What follows belongs to an exercise in optimizing a design on an open flow for small area, a short achievable clock period and few clock cycles per item; a production flow would make more cautious choices.
Where RTL was checked, it was by simulation tests only, not by an equivalence proof against the original.
No functional check of the RTL was part of run 1.
Power and IR drop assume default switching activity.

==> flow/design.v, too long to show whole: its modules and the start of the top module <==
// module ina228_rmap: 66 lines
// module ina228_codec: 396 lines
// module ina228_field: 49 lines
// module ina228_mul: 996 lines
// module ina228_csa: 11 lines
// module ina228_fa: 4 lines
// module ina228_ha: 4 lines
module ina228_codec (
    input  wire        clk,
    input  wire        rst,           
    input  wire        in_valid,
    output wire        in_ready,
    input  wire [31:0] cmd,
    input  wire [39:0] wi,
    input  wire [79:0] vi,
    input  wire        xerr,
    input  wire [7:0]  xinfo,
    input  wire        ci_rst,
    input  wire        ci_rstacc,
    input  wire [7:0]  ci_convdly,
    input  wire        ci_tempcomp,
    input  wire        ci_adcrange,
    input  wire [3:0]  ci_mode,
    input  wire [2:0]  ci_vbusct,
    input  wire [2:0]  ci_vshct,
    input  wire [2:0]  ci_vtct,
    input  wire [2:0]  ci_avg,
    input  wire [14:0] ki_shunt_cal,
    input  wire [13:0] ki_tempco,
    input  wire [31:0] ki_cur_lsb,
    input  wire [31:0] ki_pwr_lsb,
    output wire        out_valid,
    output wire [39:0] wo,
    output wire [79:0] vo,
    output wire        co_rst,
    output wire        co_rstacc,
    output wire [7:0]  co_convdly,
    output wire        co_tempcomp,
    output wire        co_adcrange,
    output wire [3:0]  co_mode,
    output wire [2:0]  co_vbusct,
    output wire [2:0]  co_vshct,
    output wire [2:0]  co_vtct,
    output wire [2:0]  co_avg,
    output wire [14:0] fo,
    output wire        mo_cont,
    output wire        mo_temp,
    output wire        mo_shunt,
    output wire        mo_bus,
    output wire        mo_shutdown,
    output wire        do_valid,
    output wire [1:0]  do_rw,
    output wire [3:0]  do_nfields,
    output wire [5:0]  do_off,
    output wire [5:0]  do_width,
    output wire        do_sgn,
    output wire [3:0]  flt,
    output wire [7:0]  finfo
);
  // ...
==> flow/flow/run.sh <==
#!/bin/bash
# The standard layout, with two changes to how it is made:
#  - timing repair aims for more setup slack than the clock period needs
#    (SETUP_SLACK_MARGIN), so that it shortens the critical paths;
#  - every port still gets a buffer from buffer_ports, but a plain buf_2
#    instead of the slower and larger cell it picks by default.
# The constraints (constraint.sdc) are not changed.
set -euo pipefail
MARGIN=$(cat flow/margin.txt)
bash standard.sh SETUP_SLACK_MARGIN="$MARGIN" \
    BUFFER_PORTS_ARGS="-buffer_cell sky130_fd_sc_hd__buf_2" finish > standard.log 2>&1
==> flow/flow/margin.txt <==
9.3
==> flow/standard.sh <==
#!/bin/bash
# synth_recipe.tcl (not shown) runs the flow's synth.tcl, then flattens the netlist and writes it again
# the make line also repeats each setting of config.mk as NAME=value (left out here)
make -C /OpenROAD-flow-scripts/flow DESIGN_CONFIG=/design/flow/config.mk WORK_HOME=/design/flow/orfs CLKGATE_MAP_FILE= SYNTH_SCRIPT=/design/flow/synth_recipe.tcl "${@:-finish}"
==> flow/config.mk <==
export PLATFORM = sky130hd
export DESIGN_NAME = ina228_codec
export DESIGN_NICKNAME = ina228_codec
export VERILOG_FILES = /design/flow/design.v
export SDC_FILE = /design/flow/constraint.sdc
export NUM_CORES = 4
export LEC_CHECK = 0
export CAP_MARGIN = 20
export CORE_MARGIN = 2
export CORE_UTILIZATION = 40
export SLEW_MARGIN = 20
==> flow/constraint.sdc <==
create_clock -name core_clock -period 14.0 [get_ports {clk}]
set_input_delay 2.8000 -clock core_clock [delete_from_list [all_inputs] [get_ports {clk}]]
set_output_delay 2.8000 -clock core_clock [all_outputs]
set_load 0.01 [all_outputs]
==> summary.md, run 1 <==
| Metric | Value |
|---|---|
| Status | `complete, no violations` |
| Sequential power share | `0.361` |
| Async SR Flop Fraction | `0` |
| Setup TNS | `0 ns` |
| Global Route met1 Usage | `0.536` |
| Worst path cell trace | `buf_4, buf_4, nor2_2, buf_4, nand2_1, nor3_1, a21oi_1, o22ai_1, a311oi_1, nand3_1, a311oi_1, o2111ai_1, or4_4, o211ai_4, buf_4, o211ai_2` |
| Compound-Gate Fraction of Synth Area | `0.213` |
| Top cell by count, worst path | `buf_4` |
| Post-Synth Adder-Cell Area | `0.207` |
| Final Wtd Congestion | `1.07` |
| Crit path capture type | `register` |
| Max-cap violations | `0` |
| Netlist cell types | `101` |
| Register area share after synthesis | `0.235` |
| CTS clk-pin slew, worst paths | `0.07 ns` |
| Fraction of area in multi-input gates | `0.608` |
| Met2 WL | `105 mm` |
| Final count of negative-setup-slack endpoints | `0` |
| Most frequent cell after synthesis | `nand2_1` |
| XOR/XNOR Fraction of Synth Area | `0.0901` |
| Clock tree buffer depth | `3` |
| Non-clk bufs | `787` |
| Internal Power | `3.17 mW` |
| Antenna Cells | `23` |
| Seq area share | `0.199` |
| Most frequent cells in the layout | `478 x buf_2, 468 x nand2_1, 466 x a22oi_1, 395 x fa_1, 326 x dfxtp_1` |
| Sw Share | `0.364` |
| Mean area per synthesized cell | `9.07 µm²` |
| Crit path launch type | `register` |
| Die area | `124,000 µm²` |
| Tap Cells | `1,612` |
| Rows | `127` |
| Top post-synthesis cells by count | `479 x nand2_1, 471 x a22oi_1, 399 x fa_1` |
| EDFF count, synth | `120` |
| CP max-delay cell | `or4_4` |
| LEAKAGE | `22.3 nW` |
| Cell accounting for the most synthesized area | `fa_1` |
| DRT Pass-1 Iters | `9` |
| DR DRC count | `0` |
| Clk sinks | `507` |
| H-tree Lvls | `2` |
| DR WL/cell | `35.5 µm` |
| Biggest register | `r3_vo` |
==> module ina228_rmap, before the edit <==
module ina228_rmap (
    input  wire [7:0] addr,
    input  wire [3:0] idx,
    output reg        mapped,     
    output reg  [1:0] rw,         
    output reg  [3:0] nfields,
    output wire       fvalid,     
    output reg  [5:0] off,
    output reg  [5:0] width,
    output reg        sgn
);
    assign fvalid = mapped && (idx < nfields);
    always @(*) begin
        mapped  = 1'b1;
        rw      = 2'd0;
        nfields = 4'd1;
        off     = 6'd0;
        width   = 6'd16;
        sgn     = 1'b0;
        case (addr)
            8'h00: begin  
                nfields = 4'd5;
                case (idx)
                    4'd0: begin off = 6'd15; width = 6'd1; end
                    4'd1: begin off = 6'd14; width = 6'd1; end
                    4'd2: begin off = 6'd6;  width = 6'd8; end
                    4'd3: begin off = 6'd5;  width = 6'd1; end
                    4'd4: begin off = 6'd4;  width = 6'd1; end
                    default: ;
                endcase
            end
            8'h01: begin  
                nfields = 4'd5;
                case (idx)
                    4'd0: begin off = 6'd12; width = 6'd4; end
                    4'd1: begin off = 6'd9;  width = 6'd3; end
                    4'd2: begin off = 6'd6;  width = 6'd3; end
                    4'd3: begin off = 6'd3;  width = 6'd3; end
                    4'd4: begin off = 6'd0;  width = 6'd3; end
                    default: ;
                endcase
            end
            8'h02: width = 6'd15;                                    
            8'h03: width = 6'd14;                                    
            8'h04: begin rw = 2'd1; off = 6'd4; width = 6'd20; sgn = 1'b1; end  
            8'h05: begin rw = 2'd1; off = 6'd4; width = 6'd20; end   
            8'h06: sgn = 1'b1;                                       
            8'h07: begin rw = 2'd1; off = 6'd4; width = 6'd20; sgn = 1'b1; end  
            8'h08: begin rw = 2'd1; width = 6'd24; end               
            8'h09: begin rw = 2'd2; width = 6'd40; end               
            8'h0A: begin rw = 2'd2; width = 6'd40; sgn = 1'b1; end   
            8'h0B: begin  
                nfields = 4'd15;
                width   = 6'd1;
                if (idx <= 4'd6) off = 6'd15 - {2'b00, idx};
                else             off = 6'd14 - {2'b00, idx};
            end
            8'h0C, 8'h0D, 8'h0E, 8'h0F, 8'h10, 8'h11: ;              
            8'h3E, 8'h3F: ;                                          
            default: begin
                mapped  = 1'b0;
                nfields = 4'd0;
            end
        endcase
    end
endmodule
==> module ina228_codec, before the edit <==
module ina228_codec (
    input  wire        clk,
    input  wire        rst,           
    input  wire        in_valid,
    output wire        in_ready,
    input  wire [31:0] cmd,
    input  wire [39:0] wi,
    input  wire [79:0] vi,
    input  wire        xerr,
    input  wire [7:0]  xinfo,
    input  wire        ci_rst,
    input  wire        ci_rstacc,
    input  wire [7:0]  ci_convdly,
    input  wire        ci_tempcomp,
    input  wire        ci_adcrange,
    input  wire [3:0]  ci_mode,
    input  wire [2:0]  ci_vbusct,
    input  wire [2:0]  ci_vshct,
    input  wire [2:0]  ci_vtct,
    input  wire [2:0]  ci_avg,
    input  wire [14:0] ki_shunt_cal,
    input  wire [13:0] ki_tempco,
    input  wire [31:0] ki_cur_lsb,
    input  wire [31:0] ki_pwr_lsb,
    output wire        out_valid,
    output wire [39:0] wo,
    output wire [79:0] vo,
    output wire        co_rst,
    output wire        co_rstacc,
    output wire [7:0]  co_convdly,
    output wire        co_tempcomp,
    output wire        co_adcrange,
    output wire [3:0]  co_mode,
    output wire [2:0]  co_vbusct,
    output wire [2:0]  co_vshct,
    output wire [2:0]  co_vtct,
    output wire [2:0]  co_avg,
    output wire [14:0] fo,
    output wire        mo_cont,
    output wire        mo_temp,
    output wire        mo_shunt,
    output wire        mo_bus,
    output wire        mo_shutdown,
    output wire        do_valid,
    output wire [1:0]  do_rw,
    output wire [3:0]  do_nfields,
    output wire [5:0]  do_off,
    output wire [5:0]  do_width,
    output wire        do_sgn,
    output wire [3:0]  flt,
    output wire [7:0]  finfo
);
    localparam [5:0] OP_NOP     = 6'h00, OP_UNPACK  = 6'h01, OP_PACK    = 6'h02,
                     OP_RMAP    = 6'h03, OP_UNPACKR = 6'h04, OP_PACKR   = 6'h05,
                     OP_ENCCFG  = 6'h08, OP_ENCADC  = 6'h09, OP_DECCFG  = 6'h0A,
                     OP_DECADC  = 6'h0B, OP_MUXSEL  = 6'h0C, OP_CTSEL   = 6'h0D,
                     OP_AVGSEL  = 6'h0E, OP_RNGSEL  = 6'h0F, OP_SETCAL  = 6'h10,
                     OP_CLRCAL  = 6'h11, OP_SETCTL  = 6'h12, OP_ENCCAL  = 6'h13,
                     OP_ENCTCO  = 6'h14, OP_RDCTX   = 6'h15, OP_DECVSH  = 6'h18,
                     OP_DECVBUS = 6'h19, OP_DECTEMP = 6'h1A, OP_DECCUR  = 6'h1B,
                     OP_DECPWR  = 6'h1C, OP_DECENG  = 6'h1D, OP_DECCHG  = 6'h1E,
                     OP_DECFLG  = 6'h20, OP_ENCALRT = 6'h21, OP_MASKALRT = 6'h22,
                     OP_ENCTHR  = 6'h23, OP_DECTHR  = 6'h24;
    localparam [2:0] F_NONE = 3'd0, F_RANGE = 3'd1, F_TRANSPORT = 3'd2, F_STALE = 3'd3,
                     F_ILLEGAL = 3'd4, F_BADDESC = 3'd5, F_BADADDR = 3'd6;
    reg        ctl_strict;
    reg        cal_valid;
    reg [14:0] cal_shunt_cal;
    reg [13:0] cal_tempco;
    reg [31:0] cal_cur_lsb;
    reg [31:0] cal_pwr_lsb;
    reg        bubble;           
    assign in_ready = !bubble;
    wire accept = in_valid && !bubble;
    wire [5:0] op  = cmd[31:26];
    wire [7:0] imm = cmd[7:0];
    wire two_pass = (op == OP_DECENG) || (op == OP_DECCHG);
    wire z25 = (cmd[25:0] == 26'd0);
    wire setcal = accept && (op == OP_SETCAL) && z25;
    wire clrcal = accept && (op == OP_CLRCAL) && z25;
    wire setctl = accept && (op == OP_SETCTL) && (cmd[25:1] == 25'd0);
    always @(posedge clk) begin
        if (rst) begin
            ctl_strict <= 1'b1;
            cal_valid  <= 1'b0;
        end else begin
            if (setcal) cal_valid  <= 1'b1;
            if (clrcal) cal_valid  <= 1'b0;
            if (setctl) ctl_strict <= cmd[0];
        end
    end
    always @(posedge clk) begin
        if (setcal && !rst) begin
            cal_shunt_cal <= ki_shunt_cal;
            cal_tempco    <= ki_tempco;
            cal_cur_lsb   <= ki_cur_lsb;
            cal_pwr_lsb   <= ki_pwr_lsb;
        end
    end
    reg [12:0] ct_us;
    always @(*) begin
        case (imm[2:0])
            3'd0: ct_us = 13'd50;
            3'd1: ct_us = 13'd84;
            3'd2: ct_us = 13'd150;
            3'd3: ct_us = 13'd280;
            3'd4: ct_us = 13'd540;
            3'd5: ct_us = 13'd1052;
            3'd6: ct_us = 13'd2074;
            default: ct_us = 13'd4120;
        endcase
    end
    reg [10:0] avg_n;
    always @(*) begin
        case (imm[2:0])
            3'd0: avg_n = 11'd1;
            3'd1: avg_n = 11'd4;
            3'd2: avg_n = 11'd16;
            3'd3: avg_n = 11'd64;
            3'd4: avg_n = 11'd128;
            3'd5: avg_n = 11'd256;
            3'd6: avg_n = 11'd512;
            default: avg_n = 11'd1024;
        endcase
    end
    wire       rm_mapped, rm_fvalid, rm_sgn;
    wire [1:0] rm_rw;
    wire [3:0] rm_nfields;
    wire [5:0] rm_off, rm_width;
    ina228_rmap u_rmap (
        .addr(cmd[23:16]), .idx(cmd[3:0]),
        .mapped(rm_mapped), .rw(rm_rw), .nfields(rm_nfields), .fvalid(rm_fvalid),
        .off(rm_off), .width(rm_width), .sgn(rm_sgn)
    );
    wire use_cmd = (op == OP_UNPACK) || (op == OP_PACK);
    wire use_thr = (op == OP_ENCTHR) || (op == OP_DECTHR);
    wire [14:0] d_nxt = use_cmd ? {cmd[25:24], cmd[15], cmd[13:8], cmd[5:0]} :
                        use_thr ? {2'd0, 1'b0, 6'd16, 6'd0} :
                                  {rm_rw, rm_sgn, rm_width, rm_off};
    wire byp_nxt = (op == OP_UNPACK) || (op == OP_UNPACKR) || (op == OP_PACK) ||
                   (op == OP_PACKR) || (op == OP_ENCTHR) || (op == OP_RMAP);
    wire [39:0] f_word = (op == OP_ENCTHR) ? 40'd0 : wi;
    reg [24:0] a_nxt;
    always @(*) begin
        case (op)
            OP_DECVSH, OP_DECCUR: a_nxt = {{5{wi[23]}}, wi[23:4]};
            OP_DECVBUS:           a_nxt = {5'd0, wi[23:4]};
            OP_DECTEMP:           a_nxt = {{9{wi[15]}}, wi[15:0]};
            OP_DECPWR, OP_DECCHG: a_nxt = {1'b0, wi[23:0]};
            OP_DECENG:            a_nxt = {1'b0, wi[19:0], 4'b0000};
            default:              a_nxt = 25'd1;
        endcase
    end
    wire [24:0] a_opnd = bubble ? r1_x[24:0] : a_nxt;
    wire [26:0] a_ext  = {a_opnd[24], a_opnd, 1'b0};
    wire [38:0] a_dig;               
    genvar gi;
    generate
        for (gi = 0; gi < 13; gi = gi + 1) begin : g_booth
            wire [2:0] tri3 = a_ext[2*gi+2:2*gi];
            assign a_dig[26+gi] = tri3[2];
            assign a_dig[13+gi] = (tri3 == 3'b100) || (tri3 == 3'b011);
            assign a_dig[gi]    = tri3[1] ^ tri3[0];
        end
    endgenerate
    wire [38:0] dig_nxt = (byp_nxt && !bubble) ? {14'd0, f_word[24:0]} : a_dig;
    wire [5:0] r1_op = r1_cmd[31:26];
    reg [31:0] b_nxt;
    always @(*) begin
        if (bubble)
            b_nxt = (r1_op == OP_DECENG) ? cal_pwr_lsb : cal_cur_lsb;
        else case (op)
            OP_DECVSH:            b_nxt = imm[0] ? 32'd10 : 32'd40;
            OP_DECVBUS, OP_DECTEMP: b_nxt = 32'd25;
            OP_DECCUR, OP_DECCHG: b_nxt = cal_cur_lsb;
            OP_DECPWR, OP_DECENG: b_nxt = cal_pwr_lsb;
            OP_UNPACK, OP_UNPACKR, OP_PACK, OP_PACKR, OP_ENCTHR, OP_RMAP:
                                  b_nxt = {vi[16:0], f_word[39:25]};
            OP_DECTHR, OP_DECCFG, OP_DECADC, OP_DECFLG:
                                  b_nxt = {16'd0, wi[15:0]};
            OP_MASKALRT:          b_nxt = {16'd0, wi[15:12], 12'h000};
            OP_ENCALRT:           b_nxt = {16'd0, imm[3:0], 12'h000};
            OP_ENCCFG:            b_nxt = {16'd0, ci_rst, ci_rstacc, ci_convdly, ci_tempcomp,
                                           ci_adcrange, 4'b0000};
            OP_ENCADC:            b_nxt = {16'd0, ci_mode, ci_vbusct, ci_vshct, ci_vtct, ci_avg};
            OP_MUXSEL:            b_nxt = {27'd0, imm[2:0] == 3'd0, imm[3:0]};
            OP_CTSEL:             b_nxt = {19'd0, ct_us};
            OP_AVGSEL:            b_nxt = {21'd0, avg_n};
            OP_RNGSEL:            b_nxt = imm[0] ? 32'd10 : 32'd40;
            OP_ENCCAL:            b_nxt = {17'd0, cal_shunt_cal};
            OP_ENCTCO:            b_nxt = {18'd0, cal_tempco};
            OP_RDCTX: begin
                case (imm[2:0])
                    3'd0:    b_nxt = {17'd0, cal_shunt_cal};
                    3'd1:    b_nxt = {18'd0, cal_tempco};
                    3'd2:    b_nxt = cal_cur_lsb;
                    3'd3:    b_nxt = cal_pwr_lsb;
                    default: b_nxt = {30'd0, ctl_strict, cal_valid};
                endcase
            end
            default:              b_nxt = 32'd0;
        endcase
    end
    wire vi_hiz = (vi[79:40] == 40'd0);
    wire vi_hio = (vi[79:40] == {40{1'b1}});
    wire [24:0] x_nxt = (op == OP_DECENG) ? {5'd0, wi[39:20]} :
                        (op == OP_DECCHG) ? {{9{wi[39]}}, wi[39:24]} :
                        {vi_hio, vi_hiz, vi[39:17]};
    reg [38:0] r1_dig;
    reg [31:0] r1_b;
    reg [24:0] r1_x;
    reg [31:0] r1_cmd;
    reg [14:0] r1_d;
    reg [3:0]  r1_nf;
    reg        r1_fv, r1_byp, r1_xerr, r1_post, r1_v;
    reg [7:0]  r1_xinfo;
    always @(posedge clk) begin
        r1_dig   <= dig_nxt;
        r1_b     <= b_nxt;
        r1_x     <= x_nxt;
        r1_cmd   <= cmd;
        r1_d     <= d_nxt;
        r1_nf    <= rm_nfields;
        r1_fv    <= rm_fvalid;
        r1_byp   <= byp_nxt && !bubble;
        r1_xerr  <= xerr;
        r1_xinfo <= xinfo;
        r1_post  <= bubble;
        r1_v     <= (bubble || (accept && !two_pass)) && !rst;
        bubble   <= accept && two_pass && !rst;
    end
    wire [5:0] b_op = r1_op;
    wire [31:0] b_opnd = r1_b & {32{!r1_byp}};
    wire [56:0] m_s, m_c;
    ina228_mul u_mul (
        .b(b_opnd), .neg(r1_dig[38:26]), .two(r1_dig[25:13]), .one(r1_dig[12:0]),
        .s(m_s), .c(m_c)
    );
    wire [1:0] f_rw    = r1_cmd[25:24];
    wire [5:0] f_width = r1_cmd[13:8];
    wire [5:0] f_off   = r1_cmd[5:0];
    wire [7:0] a_addr  = r1_cmd[23:16];
    wire [7:0] b_imm   = r1_cmd[7:0];
    reg legal;
    always @(*) begin
        case (b_op)
            OP_NOP, OP_ENCCFG, OP_ENCADC, OP_DECCFG, OP_DECADC, OP_SETCAL, OP_CLRCAL,
            OP_ENCCAL, OP_ENCTCO, OP_DECVBUS, OP_DECTEMP, OP_DECCUR, OP_DECPWR,
            OP_DECENG, OP_DECCHG, OP_DECFLG, OP_MASKALRT:
                legal = (r1_cmd[25:0] == 26'd0);
            OP_UNPACK, OP_PACK:
                legal = (r1_cmd[23:16] == 8'd0) && !r1_cmd[14] && (r1_cmd[7:6] == 2'd0);
            OP_RMAP, OP_UNPACKR, OP_PACKR:
                legal = (r1_cmd[25:24] == 2'd0) && (r1_cmd[15:4] == 12'd0);
            OP_ENCTHR, OP_DECTHR:
                legal = (r1_cmd[25:24] == 2'd0) && (r1_cmd[15:0] == 16'd0);
            OP_MUXSEL, OP_ENCALRT:
                legal = (r1_cmd[25:4] == 22'd0);
            OP_CTSEL, OP_AVGSEL:
                legal = (r1_cmd[25:3] == 23'd0);
            OP_RDCTX:
                legal = (r1_cmd[25:3] == 23'd0) && (r1_cmd[2:0] <= 3'd4);
            OP_RNGSEL, OP_SETCTL, OP_DECVSH:
                legal = (r1_cmd[25:1] == 25'd0);
            default:
                legal = 1'b0;
        endcase
    end
    wire thr_addr = (a_addr >= 8'h0C) && (a_addr <= 8'h11);
    wire use_map  = (b_op == OP_UNPACKR) || (b_op == OP_PACKR);
    wire b_thr    = (b_op == OP_ENCTHR) || (b_op == OP_DECTHR);
    reg [6:0] f_bits;
    always @(*) begin
        case (f_rw)
            2'd0:    f_bits = 7'd16;
            2'd1:    f_bits = 7'd24;
            default: f_bits = 7'd40;
        endcase
    end
    wire desc_legal = (f_rw != 2'd3) && (f_width != 6'd0) && (f_width <= 6'd40) &&
                      ({1'b0, f_off} + {1'b0, f_width} <= f_bits);
    reg uses_wi;
    always @(*) begin
        case (b_op)
            OP_UNPACK, OP_PACK, OP_UNPACKR, OP_PACKR, OP_DECCFG, OP_DECADC, OP_DECVSH,
            OP_DECVBUS, OP_DECTEMP, OP_DECCUR, OP_DECPWR, OP_DECENG, OP_DECCHG,
            OP_DECFLG, OP_MASKALRT, OP_DECTHR:
                uses_wi = 1'b1;
            default:
                uses_wi = 1'b0;
        endcase
    end
    wire uses_desc = (b_op == OP_UNPACK) || (b_op == OP_PACK);
    wire uses_addr = use_map || b_thr;
    wire addr_ok   = use_map ? r1_fv : thr_addr;
    wire needs_cal = (b_op == OP_DECCUR) || (b_op == OP_DECPWR) || (b_op == OP_DECENG) ||
                     (b_op == OP_DECCHG) || (b_op == OP_ENCCAL) || (b_op == OP_ENCTCO) ||
                     ((b_op == OP_RDCTX) && (b_imm[2:0] <= 3'd3));
    wire is_pack   = (b_op == OP_PACK) || (b_op == OP_PACKR) || (b_op == OP_ENCTHR);
    wire is_unpack = (b_op == OP_UNPACK) || (b_op == OP_UNPACKR);
    wire [1:0] d_rw    = r1_d[14:13];
    wire       d_sgn   = r1_d[12];
    wire [5:0] d_width = r1_d[11:6];
    wire [5:0] d_off   = r1_d[5:0];
    wire [39:0] c_word = {r1_b[14:0], r1_dig[24:0]};
    wire [39:0] c_val  = {r1_x[22:0], r1_b[31:15]};
    wire        c_hiz  = r1_x[23];
    wire        c_hio  = r1_x[24];
    wire [40:0] u_value;
    wire [39:0] p_word;
    wire        in_range;
    ina228_field u_field (
        .word(c_word), .val(c_val), .hiz(c_hiz), .hio(c_hio),
        .rw(d_rw), .sgn(d_sgn), .w(d_width), .off(d_off), .pack(is_pack),
        .uword(u_value), .pword(p_word), .in_range(in_range)
    );
    wire [19:0] rmap_word = {r1_fv, d_rw, r1_nf, d_off, d_width, d_sgn};
    wire [40:0] byp_val = is_unpack ? u_value :
                          is_pack   ? {1'b0, p_word} : {21'd0, rmap_word};
    reg [2:0] n_flt;
    reg [7:0] n_finfo;
    always @(*) begin
        n_flt   = F_NONE;
        n_finfo = 8'd0;
        if (!legal) begin
            n_flt = F_ILLEGAL;  n_finfo = {2'b00, b_op};
        end else if (uses_desc && !desc_legal) begin
            n_flt = F_BADDESC;
        end else if (uses_addr && !addr_ok) begin
            n_flt = F_BADADDR;  n_finfo = a_addr;
        end else if (uses_wi && r1_xerr) begin
            n_flt = F_TRANSPORT; n_finfo = r1_xinfo;
        end else if (needs_cal && !cal_valid) begin
            n_flt = F_STALE;
        end else if (is_pack && !in_range && ctl_strict) begin
            n_flt = F_RANGE;    n_finfo = {2'b00, d_width};
        end
    end
    reg [56:0] r2_s, r2_c;
    reg [40:0] r2_byp;
    reg [7:0]  r2_finfo;
    reg [2:0]  r2_flt;
    reg        r2_fault, r2_post, r2_v;
    always @(posedge clk) begin
        r2_s     <= m_s;
        r2_c     <= m_c;
        r2_byp   <= r1_byp ? byp_val : 41'd0;
        r2_finfo <= n_finfo;
        r2_flt   <= n_flt;
        r2_fault <= (n_flt != F_NONE) && !r1_post;
        r2_post  <= r1_post;
        r2_v     <= r1_v && !rst;
    end
    reg [79:0] r3_vo;
    reg [2:0]  r3_flt;
    reg        r3_v;
    wire [56:0] z = r2_post ? {r3_vo[79], r3_vo[79:24]} : {{16{r2_byp[40]}}, r2_byp};
    wire [56:0] k_s, k_c;
    ina228_csa #(.W(57)) u_csa (.x(r2_s), .y(r2_c), .z(z), .s(k_s), .c(k_c));
    wire [56:0] y = k_s + {k_c[55:0], 1'b0};
    wire [79:0] y80  = {{23{y[56]}}, y};
    wire [79:0] c_vo = r2_post ? {y80[55:0], r3_vo[23:0]} : y80;
    always @(posedge clk) begin
        r3_vo[79:8] <= c_vo[79:8];
        r3_vo[7:0]  <= r2_fault ? r2_finfo : c_vo[7:0];
        r3_flt      <= r2_post ? r3_flt : r2_flt;
        r3_v        <= r2_v && !rst;
    end
    assign out_valid   = r3_v;
    assign vo          = r3_vo;
    assign wo          = r3_vo[39:0];
    assign flt         = {1'b0, r3_flt};
    assign finfo       = r3_vo[7:0];
    assign co_rst      = 1'b0;
    assign co_rstacc   = 1'b0;
    assign co_convdly  = r3_vo[13:6];
    assign co_tempcomp = r3_vo[5];
    assign co_adcrange = r3_vo[4];
    assign co_mode     = r3_vo[15:12];
    assign co_vbusct   = r3_vo[11:9];
    assign co_vshct    = r3_vo[8:6];
    assign co_vtct     = r3_vo[5:3];
    assign co_avg      = r3_vo[2:0];
    assign fo          = {r3_vo[15:9], r3_vo[7:0]};
    assign mo_bus      = r3_vo[0];
    assign mo_shunt    = r3_vo[1];
    assign mo_temp     = r3_vo[2];
    assign mo_cont     = r3_vo[3];
    assign mo_shutdown = r3_vo[4];
    assign do_sgn      = r3_vo[0];
    assign do_width    = r3_vo[6:1];
    assign do_off      = r3_vo[12:7];
    assign do_nfields  = r3_vo[16:13];
    assign do_rw       = r3_vo[18:17];
    assign do_valid    = r3_vo[19];
endmodule
==> module ina228_field, before the edit <==
module ina228_field (
    input  wire [39:0] word,
    input  wire [39:0] val,
    input  wire        hiz,        
    input  wire        hio,        
    input  wire [1:0]  rw,
    input  wire        sgn,
    input  wire [5:0]  w,
    input  wire [5:0]  off,
    input  wire        pack,
    output wire [40:0] uword,
    output wire [39:0] pword,
    output wire        in_range
);
    wire [6:0]  endp = {1'b0, off} + {1'b0, w};
    wire [40:0] th_w;              
    wire [39:0] ge_off, lt_end;    
    genvar i;
    generate
        for (i = 0; i < 40; i = i + 1) begin : g_th
            assign th_w[i]   = (w > i);
            assign ge_off[i] = (off <= i);
            assign lt_end[i] = (endp > i);
        end
    endgenerate
    assign th_w[40] = 1'b0;
    wire [39:0] reg_mask = (rw == 2'd0) ? 40'h000000FFFF :
                           (rw == 2'd1) ? 40'h0000FFFFFF : 40'hFFFFFFFFFF;
    wire [39:0] w_in  = word & reg_mask;
    wire [39:0] v_in  = val & th_w[39:0];
    wire [39:0] v_rev, sh_rev;
    wire [39:0] sh_in = pack ? v_rev : w_in;
    wire [39:0] sh    = sh_in >> off;
    generate
        for (i = 0; i < 40; i = i + 1) begin : g_rev
            assign v_rev[i]  = v_in[39 - i];
            assign sh_rev[i] = sh[39 - i];
        end
    endgenerate
    wire [39:0] top = th_w[39:0] & ~th_w[40:1];
    wire        neg = sgn && ((sh & top) != 40'd0);
    assign uword = {neg, (sh & th_w[39:0]) | ({40{neg}} & ~th_w[39:0])};
    wire [39:0] fld = ge_off & lt_end;
    assign pword = (sh_rev & fld) | (w_in & ~fld);
    wire [39:0] hm   = sgn ? ~th_w[40:1] : ~th_w[39:0];
    wire        allz = ((val & hm) == 40'd0);
    wire        allo = ((val | ~hm) == {40{1'b1}});
    assign in_range = (hiz && allz) || (sgn && hio && allo);
endmodule
==> run 2: changes to the inputs <==
--- a/flow/design.v
+++ b/flow/design.v
@@ -8,5 +8,6 @@
     output reg  [5:0] off,
     output reg  [5:0] width,
-    output reg        sgn
+    output reg        sgn,
+    output reg  [6:0] fend        
 );
     assign fvalid = mapped && (idx < nfields);
@@ -18,13 +19,14 @@
         width   = 6'd16;
         sgn     = 1'b0;
+        fend    = 7'd16;
         case (addr)
             8'h00: begin  
                 nfields = 4'd5;
                 case (idx)
-                    4'd0: begin off = 6'd15; width = 6'd1; end
-                    4'd1: begin off = 6'd14; width = 6'd1; end
-                    4'd2: begin off = 6'd6;  width = 6'd8; end
-                    4'd3: begin off = 6'd5;  width = 6'd1; end
-                    4'd4: begin off = 6'd4;  width = 6'd1; end
+                    4'd0: begin off = 6'd15; width = 6'd1; fend = 7'd16; end
+                    4'd1: begin off = 6'd14; width = 6'd1; fend = 7'd15; end
+                    4'd2: begin off = 6'd6;  width = 6'd8; fend = 7'd14; end
+                    4'd3: begin off = 6'd5;  width = 6'd1; fend = 7'd6;  end
+                    4'd4: begin off = 6'd4;  width = 6'd1; fend = 7'd5;  end
                     default: ;
                 endcase
@@ -33,26 +35,26 @@
                 nfields = 4'd5;
                 case (idx)
-                    4'd0: begin off = 6'd12; width = 6'd4; end
-                    4'd1: begin off = 6'd9;  width = 6'd3; end
-                    4'd2: begin off = 6'd6;  width = 6'd3; end
-                    4'd3: begin off = 6'd3;  width = 6'd3; end
-                    4'd4: begin off = 6'd0;  width = 6'd3; end
+                    4'd0: begin off = 6'd12; width = 6'd4; fend = 7'd16; end
+                    4'd1: begin off = 6'd9;  width = 6'd3; fend = 7'd12; end
+                    4'd2: begin off = 6'd6;  width = 6'd3; fend = 7'd9;  end
+                    4'd3: begin off = 6'd3;  width = 6'd3; fend = 7'd6;  end
+                    4'd4: begin off = 6'd0;  width = 6'd3; fend = 7'd3;  end
                     default: ;
                 endcase
             end
-            8'h02: width = 6'd15;                                    
-            8'h03: width = 6'd14;                                    
-            8'h04: begin rw = 2'd1; off = 6'd4; width = 6'd20; sgn = 1'b1; end  
-            8'h05: begin rw = 2'd1; off = 6'd4; width = 6'd20; end   
+            8'h02: begin width = 6'd15; fend = 7'd15; end            
+            8'h03: begin width = 6'd14; fend = 7'd14; end            
+            8'h04: begin rw = 2'd1; off = 6'd4; width = 6'd20; sgn = 1'b1; fend = 7'd24; end  
+            8'h05: begin rw = 2'd1; off = 6'd4; width = 6'd20; fend = 7'd24; end   
             8'h06: sgn = 1'b1;                                       
-            8'h07: begin rw = 2'd1; off = 6'd4; width = 6'd20; sgn = 1'b1; end  
-            8'h08: begin rw = 2'd1; width = 6'd24; end               
-            8'h09: begin rw = 2'd2; width = 6'd40; end               
-            8'h0A: begin rw = 2'd2; width = 6'd40; sgn = 1'b1; end   
+            8'h07: begin rw = 2'd1; off = 6'd4; width = 6'd20; sgn = 1'b1; fend = 7'd24; end  
+            8'h08: begin rw = 2'd1; width = 6'd24; fend = 7'd24; end               
+            8'h09: begin rw = 2'd2; width = 6'd40; fend = 7'd40; end               
+            8'h0A: begin rw = 2'd2; width = 6'd40; sgn = 1'b1; fend = 7'd40; end   
             8'h0B: begin  
                 nfields = 4'd15;
                 width   = 6'd1;
-                if (idx <= 4'd6) off = 6'd15 - {2'b00, idx};
-                else             off = 6'd14 - {2'b00, idx};
+                if (idx <= 4'd6) begin off = 6'd15 - {2'b00, idx}; fend = 7'd16 - {3'b000, idx}; end
+                else             begin off = 6'd14 - {2'b00, idx}; fend = 7'd15 - {3'b000, idx}; end
             end
             8'h0C, 8'h0D, 8'h0E, 8'h0F, 8'h10, 8'h11: ;              
@@ -139,7 +141,58 @@
     assign in_ready = !bubble;
     wire accept = in_valid && !bubble;
+    reg [38:0] r1_dig;
+    reg [31:0] r1_b;
+    reg [24:0] r1_x;
+    reg [5:0]  r1_op;
+    reg [7:0]  r1_addr;
+    reg        r1_legal, r1_ncal;
+    reg [14:0] r1_d;
+    reg [6:0]  r1_end;
+    reg [3:0]  r1_nf;
+    reg        r1_fv, r1_byp, r1_xerr, r1_post, r1_v;
+    reg [7:0]  r1_xinfo;
     wire [5:0] op  = cmd[31:26];
     wire [7:0] imm = cmd[7:0];
-    wire two_pass = (op == OP_DECENG) || (op == OP_DECCHG);
+    wire g0 = (op[5:3] == 3'b000);       
+    wire g1 = (op[5:3] == 3'b001);       
+    wire g2 = (op[5:3] == 3'b010);       
+    wire g3 = (op[5:3] == 3'b011);       
+    wire g4 = op[5];                     
+    wire [7:0] o8;                       
+    genvar gj;
+    generate
+        for (gj = 0; gj < 8; gj = gj + 1) begin : g_o8
+            assign o8[gj] = (op[2:0] == gj);
+        end
+    endgenerate
+    wire two_pass = g3 && (o8[5] || o8[6]);
+    reg legal;
+    always @(*) begin
+        case (op)
+            OP_NOP, OP_ENCCFG, OP_ENCADC, OP_DECCFG, OP_DECADC, OP_SETCAL, OP_CLRCAL,
+            OP_ENCCAL, OP_ENCTCO, OP_DECVBUS, OP_DECTEMP, OP_DECCUR, OP_DECPWR,
+            OP_DECENG, OP_DECCHG, OP_DECFLG, OP_MASKALRT:
+                legal = (cmd[25:0] == 26'd0);
+            OP_UNPACK, OP_PACK:
+                legal = (cmd[23:16] == 8'd0) && !cmd[14] && (cmd[7:6] == 2'd0);
+            OP_RMAP, OP_UNPACKR, OP_PACKR:
+                legal = (cmd[25:24] == 2'd0) && (cmd[15:4] == 12'd0);
+            OP_ENCTHR, OP_DECTHR:
+                legal = (cmd[25:24] == 2'd0) && (cmd[15:0] == 16'd0);
+            OP_MUXSEL, OP_ENCALRT:
+                legal = (cmd[25:4] == 22'd0);
+            OP_CTSEL, OP_AVGSEL:
+                legal = (cmd[25:3] == 23'd0);
+            OP_RDCTX:
+                legal = (cmd[25:3] == 23'd0) && (cmd[2:0] <= 3'd4);
+            OP_RNGSEL, OP_SETCTL, OP_DECVSH:
+                legal = (cmd[25:1] == 25'd0);
+            default:
+                legal = 1'b0;
+        endcase
+    end
+    wire needs_cal = (op == OP_DECCUR) || (op == OP_DECPWR) || (op == OP_DECENG) ||
+                     (op == OP_DECCHG) || (op == OP_ENCCAL) || (op == OP_ENCTCO) ||
+                     ((op == OP_RDCTX) && (imm[2:0] <= 3'd3));
     wire z25 = (cmd[25:0] == 26'd0);
     wire setcal = accept && (op == OP_SETCAL) && z25;
@@ -194,8 +247,9 @@
     wire [3:0] rm_nfields;
     wire [5:0] rm_off, rm_width;
+    wire [6:0] rm_end;
     ina228_rmap u_rmap (
         .addr(cmd[23:16]), .idx(cmd[3:0]),
         .mapped(rm_mapped), .rw(rm_rw), .nfields(rm_nfields), .fvalid(rm_fvalid),
-        .off(rm_off), .width(rm_width), .sgn(rm_sgn)
+        .off(rm_off), .width(rm_width), .sgn(rm_sgn), .fend(rm_end)
     );
     wire use_cmd = (op == OP_UNPACK) || (op == OP_PACK);
@@ -204,17 +258,19 @@
                         use_thr ? {2'd0, 1'b0, 6'd16, 6'd0} :
                                   {rm_rw, rm_sgn, rm_width, rm_off};
-    wire byp_nxt = (op == OP_UNPACK) || (op == OP_UNPACKR) || (op == OP_PACK) ||
-                   (op == OP_PACKR) || (op == OP_ENCTHR) || (op == OP_RMAP);
-    wire [39:0] f_word = (op == OP_ENCTHR) ? 40'd0 : wi;
+    wire [6:0] e_nxt = use_cmd ? ({1'b0, cmd[5:0]} + {1'b0, cmd[13:8]}) :
+                       use_thr ? 7'd16 : rm_end;
+    wire byp_nxt = g0 || (g4 && op[1] && op[0]);
     reg [24:0] a_nxt;
     always @(*) begin
-        case (op)
-            OP_DECVSH, OP_DECCUR: a_nxt = {{5{wi[23]}}, wi[23:4]};
-            OP_DECVBUS:           a_nxt = {5'd0, wi[23:4]};
-            OP_DECTEMP:           a_nxt = {{9{wi[15]}}, wi[15:0]};
-            OP_DECPWR, OP_DECCHG: a_nxt = {1'b0, wi[23:0]};
-            OP_DECENG:            a_nxt = {1'b0, wi[19:0], 4'b0000};
-            default:              a_nxt = 25'd1;
-        endcase
+        a_nxt = 25'd0;
+        if (!g3)
+            a_nxt = 25'd1;
+        else begin
+            if (o8[0] || o8[3]) a_nxt = a_nxt | {{5{wi[23]}}, wi[23:4]};
+            if (o8[1])          a_nxt = a_nxt | {5'd0, wi[23:4]};
+            if (o8[2])          a_nxt = a_nxt | {{9{wi[15]}}, wi[15:0]};
+            if (o8[4] || o8[6]) a_nxt = a_nxt | {1'b0, wi[23:0]};
+            if (o8[5])          a_nxt = a_nxt | {1'b0, wi[19:0], 4'b0000};
+        end
     end
     wire [24:0] a_opnd = bubble ? r1_x[24:0] : a_nxt;
@@ -230,61 +286,59 @@
         end
     endgenerate
-    wire [38:0] dig_nxt = (byp_nxt && !bubble) ? {14'd0, f_word[24:0]} : a_dig;
-    wire [5:0] r1_op = r1_cmd[31:26];
+    wire [38:0] dig_nxt = (byp_nxt && !bubble) ? {14'd0, g4 ? 25'd0 : wi[24:0]} : a_dig;
     reg [31:0] b_nxt;
     always @(*) begin
+        b_nxt = 32'd0;
         if (bubble)
-            b_nxt = (r1_op == OP_DECENG) ? cal_pwr_lsb : cal_cur_lsb;
-        else case (op)
-            OP_DECVSH:            b_nxt = imm[0] ? 32'd10 : 32'd40;
-            OP_DECVBUS, OP_DECTEMP: b_nxt = 32'd25;
-            OP_DECCUR, OP_DECCHG: b_nxt = cal_cur_lsb;
-            OP_DECPWR, OP_DECENG: b_nxt = cal_pwr_lsb;
-            OP_UNPACK, OP_UNPACKR, OP_PACK, OP_PACKR, OP_ENCTHR, OP_RMAP:
-                                  b_nxt = {vi[16:0], f_word[39:25]};
-            OP_DECTHR, OP_DECCFG, OP_DECADC, OP_DECFLG:
-                                  b_nxt = {16'd0, wi[15:0]};
-            OP_MASKALRT:          b_nxt = {16'd0, wi[15:12], 12'h000};
-            OP_ENCALRT:           b_nxt = {16'd0, imm[3:0], 12'h000};
-            OP_ENCCFG:            b_nxt = {16'd0, ci_rst, ci_rstacc, ci_convdly, ci_tempcomp,
-                                           ci_adcrange, 4'b0000};
-            OP_ENCADC:            b_nxt = {16'd0, ci_mode, ci_vbusct, ci_vshct, ci_vtct, ci_avg};
-            OP_MUXSEL:            b_nxt = {27'd0, imm[2:0] == 3'd0, imm[3:0]};
-            OP_CTSEL:             b_nxt = {19'd0, ct_us};
-            OP_AVGSEL:            b_nxt = {21'd0, avg_n};
-            OP_RNGSEL:            b_nxt = imm[0] ? 32'd10 : 32'd40;
-            OP_ENCCAL:            b_nxt = {17'd0, cal_shunt_cal};
-            OP_ENCTCO:            b_nxt = {18'd0, cal_tempco};
-            OP_RDCTX: begin
-                case (imm[2:0])
-                    3'd0:    b_nxt = {17'd0, cal_shunt_cal};
-                    3'd1:    b_nxt = {18'd0, cal_tempco};
-                    3'd2:    b_nxt = cal_cur_lsb;
-                    3'd3:    b_nxt = cal_pwr_lsb;
-                    default: b_nxt = {30'd0, ctl_strict, cal_valid};
-                endcase
+            b_nxt = (r1_op[0] ? cal_pwr_lsb : cal_cur_lsb);    
+        else begin
+            if (g0)
+                b_nxt = {vi[16:0], wi[39:25]};
+            if (g1) begin
+                if (o8[0]) b_nxt = b_nxt | {16'd0, ci_rst, ci_rstacc, ci_convdly, ci_tempcomp,
+                                            ci_adcrange, 4'b0000};
+                if (o8[1]) b_nxt = b_nxt | {16'd0, ci_mode, ci_vbusct, ci_vshct, ci_vtct, ci_avg};
+                if (o8[2] || o8[3]) b_nxt = b_nxt | {16'd0, wi[15:0]};
+                if (o8[4]) b_nxt = b_nxt | {27'd0, imm[2:0] == 3'd0, imm[3:0]};
+                if (o8[5]) b_nxt = b_nxt | {19'd0, ct_us};
+                if (o8[6]) b_nxt = b_nxt | {21'd0, avg_n};
+                if (o8[7]) b_nxt = b_nxt | (imm[0] ? 32'd10 : 32'd40);
             end
-            default:              b_nxt = 32'd0;
-        endcase
+            if (g2) begin
+                if (o8[3] || (o8[5] && imm[2:0] == 3'd0)) b_nxt = b_nxt | {17'd0, cal_shunt_cal};
+                if (o8[4] || (o8[5] && imm[2:0] == 3'd1)) b_nxt = b_nxt | {18'd0, cal_tempco};
+                if (o8[5] && imm[2:0] == 3'd2) b_nxt = b_nxt | cal_cur_lsb;
+                if (o8[5] && imm[2:0] == 3'd3) b_nxt = b_nxt | cal_pwr_lsb;
+                if (o8[5] && imm[2])           b_nxt = b_nxt | {30'd0, ctl_strict, cal_valid};
+            end
+            if (g3) begin
+                if (o8[0])          b_nxt = b_nxt | (imm[0] ? 32'd10 : 32'd40);
+                if (o8[1] || o8[2]) b_nxt = b_nxt | 32'd25;
+                if (o8[3] || o8[6]) b_nxt = b_nxt | cal_cur_lsb;
+                if (o8[4] || o8[5]) b_nxt = b_nxt | cal_pwr_lsb;
+            end
+            if (g4) begin
+                if (o8[0] || o8[4]) b_nxt = b_nxt | {16'd0, wi[15:0]};
+                if (o8[1])          b_nxt = b_nxt | {16'd0, imm[3:0], 12'h000};
+                if (o8[2])          b_nxt = b_nxt | {16'd0, wi[15:12], 12'h000};
+                if (o8[3])          b_nxt = b_nxt | {vi[16:0], 15'd0};
+            end
+        end
     end
     wire vi_hiz = (vi[79:40] == 40'd0);
     wire vi_hio = (vi[79:40] == {40{1'b1}});
-    wire [24:0] x_nxt = (op == OP_DECENG) ? {5'd0, wi[39:20]} :
-                        (op == OP_DECCHG) ? {{9{wi[39]}}, wi[39:24]} :
+    wire [24:0] x_nxt = (g3 && o8[5]) ? {5'd0, wi[39:20]} :
+                        (g3 && o8[6]) ? {{9{wi[39]}}, wi[39:24]} :
                         {vi_hio, vi_hiz, vi[39:17]};
-    reg [38:0] r1_dig;
-    reg [31:0] r1_b;
-    reg [24:0] r1_x;
-    reg [31:0] r1_cmd;
-    reg [14:0] r1_d;
-    reg [3:0]  r1_nf;
-    reg        r1_fv, r1_byp, r1_xerr, r1_post, r1_v;
-    reg [7:0]  r1_xinfo;
     always @(posedge clk) begin
         r1_dig   <= dig_nxt;
         r1_b     <= b_nxt;
         r1_x     <= x_nxt;
-        r1_cmd   <= cmd;
+        r1_op    <= op;
+        r1_addr  <= cmd[23:16];
+        r1_legal <= legal;
+        r1_ncal  <= needs_cal;
         r1_d     <= d_nxt;
+        r1_end   <= e_nxt;
         r1_nf    <= rm_nfields;
         r1_fv    <= rm_fvalid;
@@ -303,34 +357,8 @@
         .s(m_s), .c(m_c)
     );
-    wire [1:0] f_rw    = r1_cmd[25:24];
-    wire [5:0] f_width = r1_cmd[13:8];
-    wire [5:0] f_off   = r1_cmd[5:0];
-    wire [7:0] a_addr  = r1_cmd[23:16];
-    wire [7:0] b_imm   = r1_cmd[7:0];
-    reg legal;
-    always @(*) begin
-        case (b_op)
-            OP_NOP, OP_ENCCFG, OP_ENCADC, OP_DECCFG, OP_DECADC, OP_SETCAL, OP_CLRCAL,
-            OP_ENCCAL, OP_ENCTCO, OP_DECVBUS, OP_DECTEMP, OP_DECCUR, OP_DECPWR,
-            OP_DECENG, OP_DECCHG, OP_DECFLG, OP_MASKALRT:
-                legal = (r1_cmd[25:0] == 26'd0);
-            OP_UNPACK, OP_PACK:
-                legal = (r1_cmd[23:16] == 8'd0) && !r1_cmd[14] && (r1_cmd[7:6] == 2'd0);
-            OP_RMAP, OP_UNPACKR, OP_PACKR:
-                legal = (r1_cmd[25:24] == 2'd0) && (r1_cmd[15:4] == 12'd0);
-            OP_ENCTHR, OP_DECTHR:
-                legal = (r1_cmd[25:24] == 2'd0) && (r1_cmd[15:0] == 16'd0);
-            OP_MUXSEL, OP_ENCALRT:
-                legal = (r1_cmd[25:4] == 22'd0);
-            OP_CTSEL, OP_AVGSEL:
-                legal = (r1_cmd[25:3] == 23'd0);
-            OP_RDCTX:
-                legal = (r1_cmd[25:3] == 23'd0) && (r1_cmd[2:0] <= 3'd4);
-            OP_RNGSEL, OP_SETCTL, OP_DECVSH:
-                legal = (r1_cmd[25:1] == 25'd0);
-            default:
-                legal = 1'b0;
-        endcase
-    end
+    wire [1:0] f_rw    = r1_d[14:13];      
+    wire [5:0] f_width = r1_d[11:6];
+    wire [5:0] f_off   = r1_d[5:0];
+    wire [7:0] a_addr  = r1_addr;
     wire thr_addr = (a_addr >= 8'h0C) && (a_addr <= 8'h11);
     wire use_map  = (b_op == OP_UNPACKR) || (b_op == OP_PACKR);
@@ -345,5 +373,5 @@
     end
     wire desc_legal = (f_rw != 2'd3) && (f_width != 6'd0) && (f_width <= 6'd40) &&
-                      ({1'b0, f_off} + {1'b0, f_width} <= f_bits);
+                      (r1_end <= f_bits);
     reg uses_wi;
     always @(*) begin
@@ -360,7 +388,4 @@
     wire uses_addr = use_map || b_thr;
     wire addr_ok   = use_map ? r1_fv : thr_addr;
-    wire needs_cal = (b_op == OP_DECCUR) || (b_op == OP_DECPWR) || (b_op == OP_DECENG) ||
-                     (b_op == OP_DECCHG) || (b_op == OP_ENCCAL) || (b_op == OP_ENCTCO) ||
-                     ((b_op == OP_RDCTX) && (b_imm[2:0] <= 3'd3));
     wire is_pack   = (b_op == OP_PACK) || (b_op == OP_PACKR) || (b_op == OP_ENCTHR);
     wire is_unpack = (b_op == OP_UNPACK) || (b_op == OP_UNPACKR);
@@ -378,5 +403,5 @@
     ina228_field u_field (
         .word(c_word), .val(c_val), .hiz(c_hiz), .hio(c_hio),
-        .rw(d_rw), .sgn(d_sgn), .w(d_width), .off(d_off), .pack(is_pack),
+        .rw(d_rw), .sgn(d_sgn), .w(d_width), .off(d_off), .endp(r1_end), .pack(is_pack),
         .uword(u_value), .pword(p_word), .in_range(in_range)
     );
@@ -389,5 +414,5 @@
         n_flt   = F_NONE;
         n_finfo = 8'd0;
-        if (!legal) begin
+        if (!r1_legal) begin
             n_flt = F_ILLEGAL;  n_finfo = {2'b00, b_op};
         end else if (uses_desc && !desc_legal) begin
@@ -397,5 +422,5 @@
         end else if (uses_wi && r1_xerr) begin
             n_flt = F_TRANSPORT; n_finfo = r1_xinfo;
-        end else if (needs_cal && !cal_valid) begin
+        end else if (r1_ncal && !cal_valid) begin
             n_flt = F_STALE;
         end else if (is_pack && !in_range && ctl_strict) begin
@@ -421,5 +446,5 @@
     reg [2:0]  r3_flt;
     reg        r3_v;
-    wire [56:0] z = r2_post ? {r3_vo[79], r3_vo[79:24]} : {{16{r2_byp[40]}}, r2_byp};
+    wire [56:0] z = ({57{r2_post}} & {r3_vo[79], r3_vo[79:24]}) | {{16{r2_byp[40]}}, r2_byp};
     wire [56:0] k_s, k_c;
     ina228_csa #(.W(57)) u_csa (.x(r2_s), .y(r2_c), .z(z), .s(k_s), .c(k_c));
@@ -470,4 +495,5 @@
     input  wire [5:0]  w,
     input  wire [5:0]  off,
+    input  wire [6:0]  endp,       
     input  wire        pack,
     output wire [40:0] uword,
@@ -475,37 +501,36 @@
     output wire        in_range
 );
-    wire [6:0]  endp = {1'b0, off} + {1'b0, w};
-    wire [40:0] th_w;              
+    wire [39:0] th_w;              
+    wire [39:0] th_s;              
     wire [39:0] ge_off, lt_end;    
+    wire [5:0]  ws = w - {5'd0, sgn};
     genvar i;
     generate
         for (i = 0; i < 40; i = i + 1) begin : g_th
             assign th_w[i]   = (w > i);
+            assign th_s[i]   = (ws > i);
             assign ge_off[i] = (off <= i);
             assign lt_end[i] = (endp > i);
         end
     endgenerate
-    assign th_w[40] = 1'b0;
-    wire [39:0] reg_mask = (rw == 2'd0) ? 40'h000000FFFF :
-                           (rw == 2'd1) ? 40'h0000FFFFFF : 40'hFFFFFFFFFF;
-    wire [39:0] w_in  = word & reg_mask;
-    wire [39:0] v_in  = val & th_w[39:0];
+    wire [39:0] w_in  = word & ((rw == 2'd0) ? 40'h000000FFFF :
+                                (rw == 2'd1) ? 40'h0000FFFFFF : 40'hFFFFFFFFFF);
     wire [39:0] v_rev, sh_rev;
-    wire [39:0] sh_in = pack ? v_rev : w_in;
+    wire [39:0] sh_in = pack ? v_rev : word;
     wire [39:0] sh    = sh_in >> off;
     generate
         for (i = 0; i < 40; i = i + 1) begin : g_rev
-            assign v_rev[i]  = v_in[39 - i];
+            assign v_rev[i]  = val[39 - i];
             assign sh_rev[i] = sh[39 - i];
         end
     endgenerate
-    wire [39:0] top = th_w[39:0] & ~th_w[40:1];
-    wire        neg = sgn && ((sh & top) != 40'd0);
-    assign uword = {neg, (sh & th_w[39:0]) | ({40{neg}} & ~th_w[39:0])};
+    wire [40:0] lt_end41 = {1'b0, lt_end};
+    wire [39:0] top = lt_end & ~lt_end41[40:1];
+    wire        neg = sgn && ((word & top) != 40'd0);
+    assign uword = {neg, (sh & th_w) | ({40{neg}} & ~th_w)};
     wire [39:0] fld = ge_off & lt_end;
     assign pword = (sh_rev & fld) | (w_in & ~fld);
-    wire [39:0] hm   = sgn ? ~th_w[40:1] : ~th_w[39:0];
-    wire        allz = ((val & hm) == 40'd0);
-    wire        allo = ((val | ~hm) == {40{1'b1}});
+    wire        allz = ((val & ~th_s) == 40'd0);
+    wire        allo = ((val | th_s) == {40{1'b1}});
     assign in_range = (hiz && allz) || (sgn && hio && allo);
 endmodule
==> flow/flow/run.sh (replaced) <==
#!/bin/bash
# The standard layout (standard.sh), with these changes to how it is made:
#  - timing repair aims for more setup slack than the clock period needs
#    (SETUP_SLACK_MARGIN, flow/margin.txt), so that it shortens the
#    critical paths; the constraints (constraint.sdc) are not changed;
#  - every port still gets a buffer from buffer_ports, but a plain buf_2
#    instead of the slower and larger cell it picks by default, and the
#    output ports' buffers are then made buf_1 (flow/ports.tcl).
# standard.sh's own output goes to standard.log; ORFS keeps each step's log
# under orfs/logs.
set -euo pipefail
MARGIN=$(cat flow/margin.txt)
bash standard.sh SETUP_SLACK_MARGIN="$MARGIN" \
    BUFFER_PORTS_ARGS="-buffer_cell sky130_fd_sc_hd__buf_2" \
    POST_GLOBAL_PLACE_TCL="$PWD/flow/ports.tcl" finish > standard.log 2>&1
==> flow/flow/ports.tcl (new file) <==
# After global placement: the buffers buffer_ports put on the output ports
# drive only the port, so a buf_1 is enough.
set n 0
foreach bterm [[ord::get_db_block] getBTerms] {
  if { [$bterm getIoType] != "OUTPUT" } { continue }
  set net [$bterm getNet]
  if { $net == "NULL" } { continue }
  foreach iterm [$net getITerms] {
    set inst [$iterm getInst]
    if { [[$inst getMaster] getName] == "sky130_fd_sc_hd__buf_2" } {
      replace_cell [get_cells [$inst getName]] sky130_fd_sc_hd__buf_1
      incr n
    }
  }
}
puts "ports.tcl: $n output buffers made buf_1"
--- a/flow/config.mk
+++ b/flow/config.mk
@@ -8,4 +8,5 @@
 export CAP_MARGIN = 20
 export CORE_MARGIN = 2
-export CORE_UTILIZATION = 40
+export CORE_UTILIZATION = 50
+export CTS_BUF_LIST = sky130_fd_sc_hd__clkbuf_8
 export SLEW_MARGIN = 20
==> summary.md, run 2 <==
| Metric | Value |
|---|---|
| Clock tree buffer depth | `3 (unchanged)` |
| Starting Density | `0.506` |
| Io pins | `487` |
| DR WL/cell | `32.1 µm (-9.7%)` |
| Biggest register | `r3_vo` |
| Crit path launch type | `register` |
| Via count | `47,000` |
| Top cells by area, synth | `fa_1 17%, dfxtp_1 16%, edfxtp_1 7.5%, a22oi_1 7.1%, xnor2_1 5.2%` |
| Largest regs | `r3_vo (80), r2_s (57), r2_c (56)` |
| Worst min path class | `reg2reg` |
| Rel. slew slack | `0.230` |
| Final period utilization | `0.335` |
| # fillers | `8,706` |
| Rows | `113 (-11%)` |
| Synthesized flop and latch total | `498` |
| Most frequent cell after synthesis | `a22oi_1` |
| Fin nets | `6,443` |
| Fin util | `0.568` |
| Die area | `99,000 µm² (-20%)` |
| Final Hold Fails | `0` |
| Total CTS buffers | `90` |
| RSZ-0062 raised after global routing | `yes` |
| Hold buffer count at CTS | `0` |
| Vias in the first global route | `45,200` |
| DR iter-0 viols | `7,323` |
| CP required | `14.63 ns` |
| Commonest non-fill, non-tap cell in the layout | `a22oi_1` |
| Netlist cell types | `88 (-13%)` |
| Die Wd | `315 µm` |
| PwrDens | `131 nW/µm²` |
| Top post-synthesis cells by count | `457 x a22oi_1, 439 x nand2_1, 402 x clkbuf_1` |
| Max-slew violations | `0` |
| Clk sinks | `498 (-1.8%)` |
| CTS clk-pin slew, worst paths | `0.07 ns (about the same)` |
| Critical path peak fanout | `12` |
| Finished Layout Cells | `6,959` |
| Post-DP HPWL | `150 mm` |
| Post-Place Worst Slack | `7.80 ns` |
| CTS tree | `done` |
| LEAKAGE | `21.2 nW (-4.8%)` |
| Most frequent cells in the layout | `456 x a22oi_1, 432 x nand2_1, 398 x fa_1, 332 x dfxtp_1, 327 x inv_1` |
| Setup TNS | `0 ns (unchanged)` |
| WP data arrival | `5.32 ns` |
| Mean area per synthesized cell | `8.92 µm² (-1.6%)` |
| DR vias/cell | `6.76` |
| Die Y | `315 µm` |
| Final count of negative-setup-slack endpoints | `0 (unchanged)` |
| Placed insts | `6,654` |
| CP max-delay cell | `nor2b_2` |
| Initial antenna violation count | `20` |
| WL final | `223 mm` |
| Gate Count Post-Synth | `5,409` |
| Setup ws final | `9.31 ns` |
| Synth top area share | `0.165` |
| EDFF count, synth | `120 (unchanged)` |
| Fin crit period | `4.69 ns` |
| Max FFs per register | `80` |
| GR Overflow Total | `0` |
| Status | `complete, no violations` |
| Clk Latency, worst-skew pair | `0.77 ns` |
| Maximum vdd ir drop | `0.0000805 V` |
| Crit path capture type | `register` |
| Worst path cell trace | `buf_4, nor2b_2, nand2_1, xnor2_1, fa_1, inv_1, fa_1, fa_1, fa_1, inv_1, ha_1` |
| Async SR Flop Fraction | `0 (unchanged)` |
| Crit Path Class | `reg2reg` |
| Largest stage delay on the critical path | `0.97 ns` |
| Placeable Area | `95,300 µm²` |
| Layout cells sized above 1 | `0.161` |
| Final ANT Viol Nets | `0` |
| First-pass GRT wire length | `318 mm` |
| Finished Cell Area | `54,100 µm²` |
| Synth-to-Final Area Change | `12.1%` |
| Register area share after synthesis | `0.231 (-0.00353)` |
| Port Buf Inserts | `483` |
| Cell accounting for the most synthesized area | `fa_1` |
| Synth Flop Type | `dfxtp_1` |
| Top cell by count, worst path | `fa_1` |
| H-tree Lvls | `3 (+1)` |
| Yosys warns | `2` |
| Max Clk Rate | `213 MHz` |
| Largest net degree at the start of global routing | `69` |
| Max-cap violations | `0 (unchanged)` |
| GRT Util Overall | `0.441` |
| DRT Pass-1 Iters | `10 (+1)` |
| Synthesized cell area | `48,300 µm²` |
| Worst-Margin Slew | `1.15 ns` |
| Root Buffer | `clkbuf_8` |
| Worst Skew | `0.0473 ns` |
| DR DRC count | `0 (unchanged)` |
| Dpl cell area | `50,300 µm²` |
run 2: cell count changes after synthesis, moves of 35 or more:
cell / before / now
a21oi_1: 185 / 271
nand2_1: 479 / 439
a21o_1: 55 / 123
mux2_2: 91 / 55
o21ai_0: 199 / 234
run 2: where the power goes:
group / internal [mW] / total, mW / switching (mW)
Combinational: 1.26 / 3.49 / 2.23
Clock: 0.790 / 1.48 / 0.692
Sequential: 1.77 / 2.10 / 0.329
Total: 3.82 / 7.07 / 3.25
run 2: kinds of logic after synthesis:
family | after synthesis | share of synthesized area
other | 1 | 0.0000777
adder cells (fa/ha/maj) | 561 | 0.207
AND/OR/NAND/NOR | 1127 | 0.109
flip-flops | 498 | 0.231
XOR/XNOR | 501 | 0.0911
multiplexers | 203 | 0.0529
buffers and inverters | 938 | 0.0834
AO/OA/AOI/OAI | 1580 | 0.225
run 2: worst max-delay path, delay by kind of cell (launching register included):
kind	cells	cell delay [ns]
and+or+nand+nor	2	1.22
buffers and inverters	3	0.40
adders and majority gates	5	2.35
DFF	1	0.34
xor gates and xnor gates	1	0.22
run 2: per-stage QoR:
| stage | power, mW | hold WS, ns |
|---|---|---|
| final | 7.07 | 0.402 |
| after global routing | 7.41 | 0.408 |
| after CTS | 6.91 | 0.403 |
| after detailed placement | 5.36 | 0.389 |
| after global placement | 5.39 | 0.387 |
| after floorplan | 4.10 | 0.331 |
run 2: layout make-up:
class / count / area, µm² / area share
Multi-Input combinational cell: 4001 / 33800 / 0.625
Sequential cell: 498 / 11200 / 0.208
Timing Repair Buffer: 688 / 4250 / 0.0785
Tap cell: 1265 / 1580 / 0.0292
Clock buffer: 108 / 1490 / 0.0275
Inverter: 323 / 1240 / 0.0230
Clock inverter: 57 / 442 / 0.00816
Antenna cell: 19 / 47.5 / 0.000879
run 2: timing repair:
item | in CTS | in global routing
endpoints found under the setup margin | 207 | 208
buffers inserted | 55 | 38
resized for setup | 54 | 73
cloned | 27 | 1
pin swaps | 3 | 6
run 2: worst paths after layout:
check | end | from | depth (start not counted) | slack (ns)
setup / recovery | r2_c[30]$_DFF_P_ | r1_b[5]$_DFF_P_ | 11 | 9.31
hold / removal | r3_flt[0]$_DFFE_PN_ | r2_flt[0]$_DFF_P_ | 0 | 0.40
setup reg to reg | r2_c[30]$_DFF_P_ | r1_b[5]$_DFF_P_ | 11 | 9.31
hold reg to reg | r3_flt[0]$_DFFE_PN_ | r2_flt[0]$_DFF_P_ | 0 | 0.40
run 2: metal layers:
layer | global-route usage | vias to the layer above | routed length (µm)
met1 | 0.575 | 22600 | 85900
met3 | 0.166 | 870 | 31300
met5 | 0.00919 | - | 13
met2 | 0.619 | 3965 | 91200
met4 | 0.257 | 2 | 14700
li1 | - | 19600 | -
Testbench counts of run 2, summed over its fixed seeds: cycles 28,121, items 24,000.
==> run 3: changes to the inputs <==
--- a/flow/config.mk
+++ b/flow/config.mk
@@ -6,4 +6,5 @@
 export NUM_CORES = 4
 export LEC_CHECK = 0
+export ABC_AREA = 1
 export CAP_MARGIN = 20
 export CORE_MARGIN = 2
==> summary.md, run 3 <==
| Metric | Value |
|---|---|
| Area taken by multi-input logic gates | `31,600 µm² (-6.6%)` |
| Crit path capture type | `register` |
| Top cells by area, synth | `fa_1 17%, dfxtp_1 16%, nand2_1 8.7%, xor2_1 8.3%, edfxtp_1 7.5%` |
| Biggest register | `r3_vo` |
| Post-DP HPWL | `171 mm (+14%)` |
| Status | `complete, no violations` |
| DRT Pass-1 Iters | `10 (unchanged)` |
| EDFF count, synth | `120 (unchanged)` |
| Register area share after synthesis | `0.233 (+0.00180)` |
| Port Buf Inserts | `483 (unchanged)` |
| Die Wd | `313 µm (-0.38%)` |
| Critical path peak fanout | `12 (unchanged)` |
| WP data arrival | `5.51 ns (+0.19 ns)` |
| # fillers | `9,150 (+5.1%)` |
| RSZ-0062 raised after global routing | `yes` |
| Yosys warns | `2 (unchanged)` |
| Worst Skew | `0.0302 ns (-0.0171 ns)` |
| Setup TNS | `0 ns (unchanged)` |
| Initial antenna violation count | `10 (-50%)` |
| Crit Path Class | `reg2reg` |
| Commonest non-fill, non-tap cell in the layout | `nand2_1` |
| CP Depth | `11 (unchanged)` |
| Largest regs | `r3_vo (80), r2_s (57), r2_c (56)` |
| DR vias/cell | `6.32 (-6.5%)` |
| Worst min path class | `reg2reg` |
| Crit path to | `r2_c[16]$_DFF_P_` |
| R2R setup slack | `9.16 ns (-0.14 ns)` |
| Most frequent cell after synthesis | `nand2_1` |
| Hold buffer count at CTS | `0 (unchanged)` |
| Final period utilization | `0.345 (+0.0101)` |
| Max-cap violations | `0 (unchanged)` |
| Max Clk Rate | `207 MHz (-2.9%)` |
| CTS tree | `done` |
| GRT Util Overall | `0.454 (+0.0137)` |
| H-tree Lvls | `3 (unchanged)` |
| CP required | `14.67 ns (+0.04 ns)` |
| DR iter-0 viols | `7,313 (-0.14%)` |
| Clk Latency, worst-skew pair | `0.80 ns (+0.03 ns)` |
| Rows | `113 (unchanged)` |
| Placed insts | `7,710 (+16%)` |
| Finished Layout Cells | `7,985 (+15%)` |
| CP Launch Point | `r1_b[4]$_DFF_P_` |
| Maximum vdd ir drop | `0.000102 V (+26%)` |
| Worst path cell trace | `inv_1, nor2_2, clkinvlp_2, o22ai_1, xor2_1, fa_1, fa_1, fa_1, fa_1, inv_1, ha_1` |
| Async SR Flop Fraction | `0 (unchanged)` |
| Max FFs per register | `80 (unchanged)` |
| Fin nets | `7,484 (+16%)` |
| Vias in the first global route | `47,800 (+5.7%)` |
| Synthesized flop and latch total | `498 (unchanged)` |
| DR WL/cell | `28.8 µm (-10%)` |
| PwrDens | `129 nW/µm² (-1.0%)` |
| WL final | `230 mm (+3.0%)` |
| Worst Reg-to-Reg Cells | `11 (unchanged)` |
| Gate Count Post-Synth | `6,335 (+17%)` |
| First-pass GRT wire length | `327 mm (+3.0%)` |
| Top post-synthesis cells by count | `1,107 x nand2_1, 779 x inv_1, 473 x o22ai_1` |
| Via count | `50,400 (+7.3%)` |
| RR Startpoint | `r1_b[4]$_DFF_P_` |
| CP max-delay cell | `clkinvlp_2` |
| Die Y | `313 µm (-0.38%)` |
| Clk sinks | `498 (unchanged)` |
| Synth-to-Final Area Change | `12.0%` |
| Layout cells sized above 1 | `0.124 (-0.0374)` |
| Dpl cell area | `50,100 µm² (-0.43%)` |
| LEAKAGE | `23.5 nW (+11%)` |
| Root Buffer | `clkbuf_8` |
| Synth top area share | `0.166 (+0.00129)` |
| Final count of negative-setup-slack endpoints | `0 (unchanged)` |
| Rel. slew slack | `0.256 (+0.0259)` |
| Cell accounting for the most synthesized area | `fa_1` |
| R2r endpoint | `r2_c[16]$_DFF_P_` |
[run 3: cell types whose count changed in the layout (fill, tap and decap cells not counted), moves of 276 or more]
cell     delta
nand2_1   +670
nand3_1   +358
xnor2_1   -276
o22ai_1   +428
a22oi_1   -429
inv_1     +431
[run 3: worst min path at each step]
stage,from,endpoint,cells past startpoint
final,r2_flt[1]$_DFF_P_,r3_flt[1]$_DFFE_PN_,0
after global routing,r2_flt[1]$_DFF_P_,r3_flt[1]$_DFFE_PN_,0
after CTS,r2_flt[1]$_DFF_P_,r3_flt[1]$_DFFE_PN_,0
after detailed placement,r2_flt[1]$_DFF_P_,r3_flt[1]$_DFFE_PN_,0
after global placement,r2_flt[1]$_DFF_P_,r3_flt[1]$_DFFE_PN_,0
after floorplan,bubble$_DFF_P_,r1_post$_DFF_P_,0
[run 3: routing by layer]
metal,part of all wire,global-route usage
met1,0.38,0.590
met4,0.078,0.271
met2,0.41,0.651
met3,0.14,0.158
met5,0.00084,0
[run 3: area by class of cell]
| class | count | share of cell area |
|---|---|---|
| tap | 1265 | 0.0295 |
| sequential | 498 | 0.209 |
| multi-input combinational | 4546 | 0.589 |
| inverter | 828 | 0.0608 |
| antenna | 4 | 0.000187 |
| clock inverter | 65 | 0.0127 |
| clock buffer | 99 | 0.0254 |
| timing repair inverter | 16 | 0.00191 |
| timing repair buffer | 664 | 0.0709 |
[run 3: stage by stage]
stage,util,worst slack [ns]
floorplan,-,7.65
global placement,0.530,7.82
detailed placement,0.528,7.76
CTS,0.558,9.29
global route,0.564,9.23
finish,0.564,9.16
[run 3: power breakdown]
part,internal [mW],switching [mW]
clock,0.901,0.709
sequential,1.75,0.270
combinational,1.05,2.26
total,3.70,3.24
[run 3: cells by family after synthesis]
logic type / Yosys count / share of synthesized area
XOR/XNOR: 465 / 0.0850
other: 1 / 0.0000783
AND/OR/NAND/NOR: 2123 / 0.188
AO/OA/AOI/OAI: 1397 / 0.173
adder cells (fa/ha/maj): 556 / 0.208
flip-flops: 498 / 0.233
buffers and inverters: 1295 / 0.113
[run 3: timing repair]
action,in CTS,in global routing
pin swaps,4,13
cloned,15,4
gates resized for setup,92,92
endpoints found under the setup margin,211,147
buffers inserted,56,32

## afterwards: timing with drivers on the ports
In the flow no input, the clock included, has a driving cell. The finished layouts below were timed again as built, in two steps. Step 1 assumes that a clkbuf_16 drives the clock port and a buf_2 every other input. Step 2, shift: input delay + t, output delay - t, t = (earliest + latest rising clock arrival at the registers) / 2. This alone moves slack from input paths to output paths. Slacks: no drivers / after step 1 / after step 2; pairs: no drivers / after step 1.
run | shift t [ns] | setup WS [ns] | worst setup path at the end
run 1 | 0.772 | 9.287 / 9.287 / 8.553 | input to register
run 2 | 0.820 | 9.305 / 9.262 / 8.559 | input to register
run 3 | 0.862 | 9.164 / 9.164 / 8.547 | input to register
After both steps setup and hold are still met in every run listed. For run 2, which loses most, drivers alone change the setup slack by -0.043 ns; drivers and shift together by -0.746 ns.
